Context: an optimization exercise on an open-source flow, tuned for a short achievable clock period and few clock cycles per item. The choices shown serve that exercise and are no tape-out recipe. At most, simulation tests tie the RTL to the original design; equivalence was not proved. Power and IR drop assume default switching activity.

oak:
## qse_framer
module qse_framer (
    input  wire        clk,
    input  wire        rst,            
    input  wire        cmd_valid,
    output wire        cmd_ready,
    input  wire        cmd_load,       
    input  wire [31:0] cmd_seed,
    input  wire        cmd_scr,        
    input  wire [9:0]  cmd_ps_words,   
    input  wire [11:0] cmd_len,        
    input  wire        in_valid,
    output wire        in_ready,
    input  wire [31:0] in_data,
    output wire        out_valid,
    input  wire        out_ready,
    output wire [31:0] out_data,
    output wire        out_last
);
Settings: LEC_CHECK=0, ABC_CLOCK_PERIOD_IN_PS=2500, CAP_MARGIN=20, CORE_MARGIN=2, CORE_UTILIZATION=60, CTS_CLUSTER_DIAMETER=120, CTS_CLUSTER_SIZE=30, PLACE_DENSITY=0.7, SLEW_MARGIN=20; clock period 8.0 ns.
standard.sh (not shown) runs the stock make flow with config.mk's settings and CLKGATE_MAP_FILE= SYNTH_SCRIPT=/design/flow/synth_recipe.tcl, a recipe that flattens the netlist after the stock synthesis.
==> flow/flow/run.sh <==
#!/bin/bash
set -euo pipefail
bash standard.sh SETUP_SLACK_MARGIN=5.7 finish > standard_flow.log 2>&1
Testbench counts of oak, summed over its fixed seeds: cycles 21,261, bytes 84,816.
Input changes introduced in pine (baseline for comparison: oak):
Settings: swapping 30 for 20 in CTS_CLUSTER_SIZE; swapping 120 for 100 in CTS_CLUSTER_DIAMETER.
### Flow results
oak has a higher setup slack than pine. Comparing oak against pine, there is no change at all in flip-flop and latch count. pine ends up with higher clock buffer instance count of the final layout than oak does. Minimum clock period after layout (lower): oak. pine ends up with a total power that is 5.8% higher than in oak.

Another version of the RTL of qse_framer (not shown whole).
Size: ~6700 cells after synthesis, about 130 I/O pins, ~95000 um2 of cells after synthesis.
export LEC_CHECK = 0
export ABC_CLOCK_PERIOD_IN_PS = 2500
export CAP_MARGIN = 20
export CORE_MARGIN = 2
export CORE_UTILIZATION = 60
export CTS_CLUSTER_DIAMETER = 100
export CTS_CLUSTER_SIZE = 24
export PLACE_DENSITY = 0.7
export SLEW_MARGIN = 20
create_clock -name core_clock -period 8.0 [get_ports {clk}]
==> flow/flow/run.sh <==
#!/bin/bash
set -euo pipefail
M="SETUP_SLACK_MARGIN=5.7"
R="orfs/results/${FLOW_PLATFORM:-sky130hd}/qse_framer/base"
bash standard.sh $M place > standard_place.log 2>&1
ODB_IN="$R/3_place.odb" openroad -no_init -exit flow/move_out_ffs.tcl > move_out_ffs.log 2>&1
bash standard.sh $M finish > standard_finish.log 2>&1
==> flow/flow/move_out_ffs.tcl <==
# Put each flip-flop whose only load is an output port's buffer right next to
# that buffer (which sits at the port), then legalize the placement.
read_db $::env(ODB_IN)
set block [ord::get_db_block]
set moved 0
foreach bt [$block getBTerms] {
  if {[$bt getIoType] ne "OUTPUT"} { continue }
  set buf ""
  foreach it [[$bt getNet] getITerms] { if {[$it isOutputSignal]} { set buf [$it getInst] } }
  if {$buf eq ""} { continue }
  set a [$buf findITerm A]
  if {$a eq "NULL" || $a eq ""} { continue }
  set n2 [$a getNet]
  if {[llength [$n2 getITerms]] != 2} { continue }
  set ff ""
  foreach it [$n2 getITerms] { if {[$it isOutputSignal]} { set ff [$it getInst] } }
  if {$ff eq "" || ![string match "*df*" [[$ff getMaster] getName]]} { continue }
  set loc [$buf getLocation]
  $ff setLocation [lindex $loc 0] [lindex $loc 1]
  $ff setPlacementStatus PLACED
  incr moved
}
puts "moved $moved flip-flops next to their output buffers"
detailed_placement
check_placement -verbose
write_db $::env(ODB_IN)
Testbench counts at the start, summed over its fixed seeds: cycles 21,245, bytes 84,816.
Change:
--- a/flow/flow/move_out_ffs.tcl
+++ b/flow/flow/move_out_ffs.tcl
@@ -1,2 +1,2 @@
-# Put each flip-flop whose only load is an output port's buffer right next to
-# that buffer (which sits at the port), then legalize the placement.
+# Put each output port's buffer at the port, and each flip-flop whose only
+# load is that buffer right next to it, then legalize the placement.
@@ -4,0 +5 @@
+set core [$block getCoreArea]
@@ -10,0 +12,10 @@
+  # the port's position, pulled inside the core area
+  set pb [$bt getBBox]
+  set px [expr {([$pb xMin] + [$pb xMax]) / 2}]
+  set py [expr {([$pb yMin] + [$pb yMax]) / 2}]
+  set w [[$buf getMaster] getWidth]
+  set h [[$buf getMaster] getHeight]
+  set px [expr {max([$core xMin], min($px, [$core xMax] - 2 * $w))}]
+  set py [expr {max([$core yMin], min($py, [$core yMax] - 2 * $h))}]
+  $buf setLocation $px $py
+  $buf setPlacementStatus PLACED
@@ -18,2 +29 @@
-  set loc [$buf getLocation]
-  $ff setLocation [lindex $loc 0] [lindex $loc 1]
+  $ff setLocation $px $py
@@ -23 +33 @@
-puts "moved $moved flip-flops next to their output buffers"
+puts "moved $moved flip-flops and the output buffers next to the output ports"
Result: Final cell count barely changes; sequential power is about the same; area after synthesis does not change; hold slack hardly moves; clock power stays flat; clock skew fell by 0.0034 ns; core utilization is about the same; non-clock buffer count went down by 8; design area stays flat; routed wire length went up by about 0.4%.

Setup of JK:
qse_framer, a different RTL version from the one above (not shown whole).
For scale: roughly 6500 cells after synthesis, roughly 2200 flip-flops, ~93000 sq um of cells after synthesis.
clock: 8.0 ns
lec_check: 0
abc_clock_period_in_ps: 2500
cap_margin: 20
core_margin: 2
core_utilization: 60
cts_cluster_diameter: 100
cts_cluster_size: 24
place_density: 0.7
slew_margin: 20
==> flow/flow/move_out_ffs.tcl <==
# Put each flip-flop whose only load is an output port's buffer right next to
# that buffer (which sits at the port), then legalize the placement.
read_db $::env(ODB_IN)
set block [ord::get_db_block]
set moved 0
foreach bt [$block getBTerms] {
  if {[$bt getIoType] ne "OUTPUT"} { continue }
  set buf ""
  foreach it [[$bt getNet] getITerms] { if {[$it isOutputSignal]} { set buf [$it getInst] } }
  if {$buf eq ""} { continue }
  set a [$buf findITerm A]
  if {$a eq "NULL" || $a eq ""} { continue }
  set n2 [$a getNet]
  if {[llength [$n2 getITerms]] != 2} { continue }
  set ff ""
  foreach it [$n2 getITerms] { if {[$it isOutputSignal]} { set ff [$it getInst] } }
  if {$ff eq "" || ![string match "*df*" [[$ff getMaster] getName]]} { continue }
  set loc [$buf getLocation]
  $ff setLocation [lindex $loc 0] [lindex $loc 1]
  $ff setPlacementStatus PLACED
  incr moved
}
puts "moved $moved flip-flops next to their output buffers"
detailed_placement
check_placement -verbose
write_db $::env(ODB_IN)
Scripts as last shown in full above: flow/flow/run.sh
Testbench counts of JK, summed over its fixed seeds: cycles 21,261, bytes 84,816.
For MS, these inputs were changed with respect to JK:
- PLACE_DENSITY changed from 0.7 to 0.8
- CORE_UTILIZATION changed from 60 to 70
--- outcome ---
- Diff JK -> MS | final cell count | down by a few percent
- On total power consumption of the routed design, JK and MS are neck and neck.
- The lower length of routed met3 wiring of JK and MS is in JK.
- Changes observed in MS relative to JK: non-clock buffer count decreased 19, clock-buffer cell count decreased 1.2%, sequential share of cell area increased 0.34 points, hold slack increased 0.0033 ns, number of vias in the routed layout increased 1786.
#### Input delta (AL over MS)
- CORE_UTILIZATION changed from 70 to 60
- PLACE_DENSITY changed from 0.8 to 0.7
==> flow/flow/run.sh <==
#!/bin/bash
set -euo pipefail
M="SETUP_SLACK_MARGIN=5.7"
R="orfs/results/${FLOW_PLATFORM:-sky130hd}/qse_framer/base"
bash standard.sh $M place > standard_place.log 2>&1
ODB_IN="$R/3_place.odb" openroad -no_init -exit flow/move_out_ffs.tcl > move_out_ffs.log 2>&1
CTS="CTS_ARGS=-sink_clustering_enable -repair_clock_nets -sink_clustering_size 24 -sink_clustering_max_diameter 100 -apply_ndr half"
bash standard.sh $M "$CTS" finish > standard_finish.log 2>&1
Results
Relative to MS, number of fill cells has increased by about 50% in AL. Diff MS -> AL: setup slack held; clock-cell share of area barely changed. AL vs MS, destination of the critical timing path: out_data[3] vs out_data[8]. Note that the die height recorded for MS amounts to 0.927 times the value seen in AL.

== old ==
qse_framer, a different RTL version from the one above (not shown whole).
Size: roughly 5700 cells after synthesis, ~1700 flip-flops.
Settings: LEC_CHECK=0, ABC_CLOCK_PERIOD_IN_PS=2500, CAP_MARGIN=20, CORE_MARGIN=2, CORE_UTILIZATION=70, CTS_CLUSTER_DIAMETER=120, CTS_CLUSTER_SIZE=30, PLACE_DENSITY=0.8, SETUP_SLACK_MARGIN=5, SLEW_MARGIN=20; clock period 8.0 ns.
run.sh (not shown) runs the stock make flow with config.mk's settings and CLKGATE_MAP_FILE= SYNTH_SCRIPT=/design/flow/synth_recipe.tcl, a recipe that flattens the netlist after the stock synthesis.
Stock flow here: none of the scripts above is used.
Input changes introduced in new (baseline for comparison: old):
- PLACE_DENSITY changed from 0.8 to 0.65
- CTS_CLUSTER_SIZE removed (was 30)
- CORE_UTILIZATION changed from 70 to 55
- CTS_CLUSTER_DIAMETER removed (was 120)
### Flow results
- Delta(share of power burned in combinational logic, new - old) < 0
- The final layouts of new and old pass the timing, DRC and antenna checks.
- Global-route usage, new and old: larger value in old
- old → new: area of the multi-input gates level; standby leakage power rose about 6%; worst endpoint required time shows an increase of 0.14 ns; per-cell routed wire length lower.
No functional check of the RTL was part of any run of this note.

-- static timing again, ports no longer ideal --
Ports are ideal in the flow. The routed layouts listed here were re-timed in OpenROAD. Step 1, drivers: a clkbuf_16 drives clk and a buf_2 each remaining input, both assumed. Step 2 times the ports against the registers' clock, not the clock port: input delays grow and output delays shrink by t, the midpoint of the rising clock arrivals with the driver on. a / b / c = no drivers / after step 1 / after step 2; a / b = the first two.
| run | shift t [ns] | setup WS [ns] | latest minus earliest clock arrival (ns) | worst register clock-pin slew, ns | pins driven straight from the clock port |
|---|---|---|---|---|---|
| oak | 0.797 | 5.122 / 5.045 / 5.067 | 0.058 / 0.058 | 0.12 / 0.12 | 1 |
| pine | 0.832 | 5.085 / 5.007 / 5.034 | 0.057 / 0.057 | 0.09 / 0.09 | 1 |
| the first run of note 2 | 0.822 | 5.191 / 5.105 / 4.962 | 0.040 / 0.040 | 0.11 / 0.11 | 1 |
| the second run of note 2 | 0.821 | 5.179 / 5.094 / 4.930 | 0.038 / 0.038 | 0.11 / 0.11 | 1 |
| JK | 0.838 | 5.192 / 5.105 / 4.993 | 0.048 / 0.048 | 0.10 / 0.10 | 1 |
| MS | 0.821 | 5.190 / 5.103 / 5.043 | 0.064 / 0.064 | 0.10 / 0.10 | 1 |
| AL | 0.838 | 5.192 / 5.105 / 4.993 | 0.048 / 0.048 | 0.10 / 0.10 | 1 |
| old | 0.774 | 4.953 / 4.953 / 4.430 | 0.037 / 0.037 | 0.13 / 0.13 | 1 |
| new | 0.866 | 5.024 / 4.968 / 4.419 | 0.062 / 0.062 | 0.07 / 0.07 | 1 |
After both steps every run listed still meets setup and hold. The setup slack of new, which loses most, moves by -0.056 ns with the drivers and by -0.605 ns with both steps.
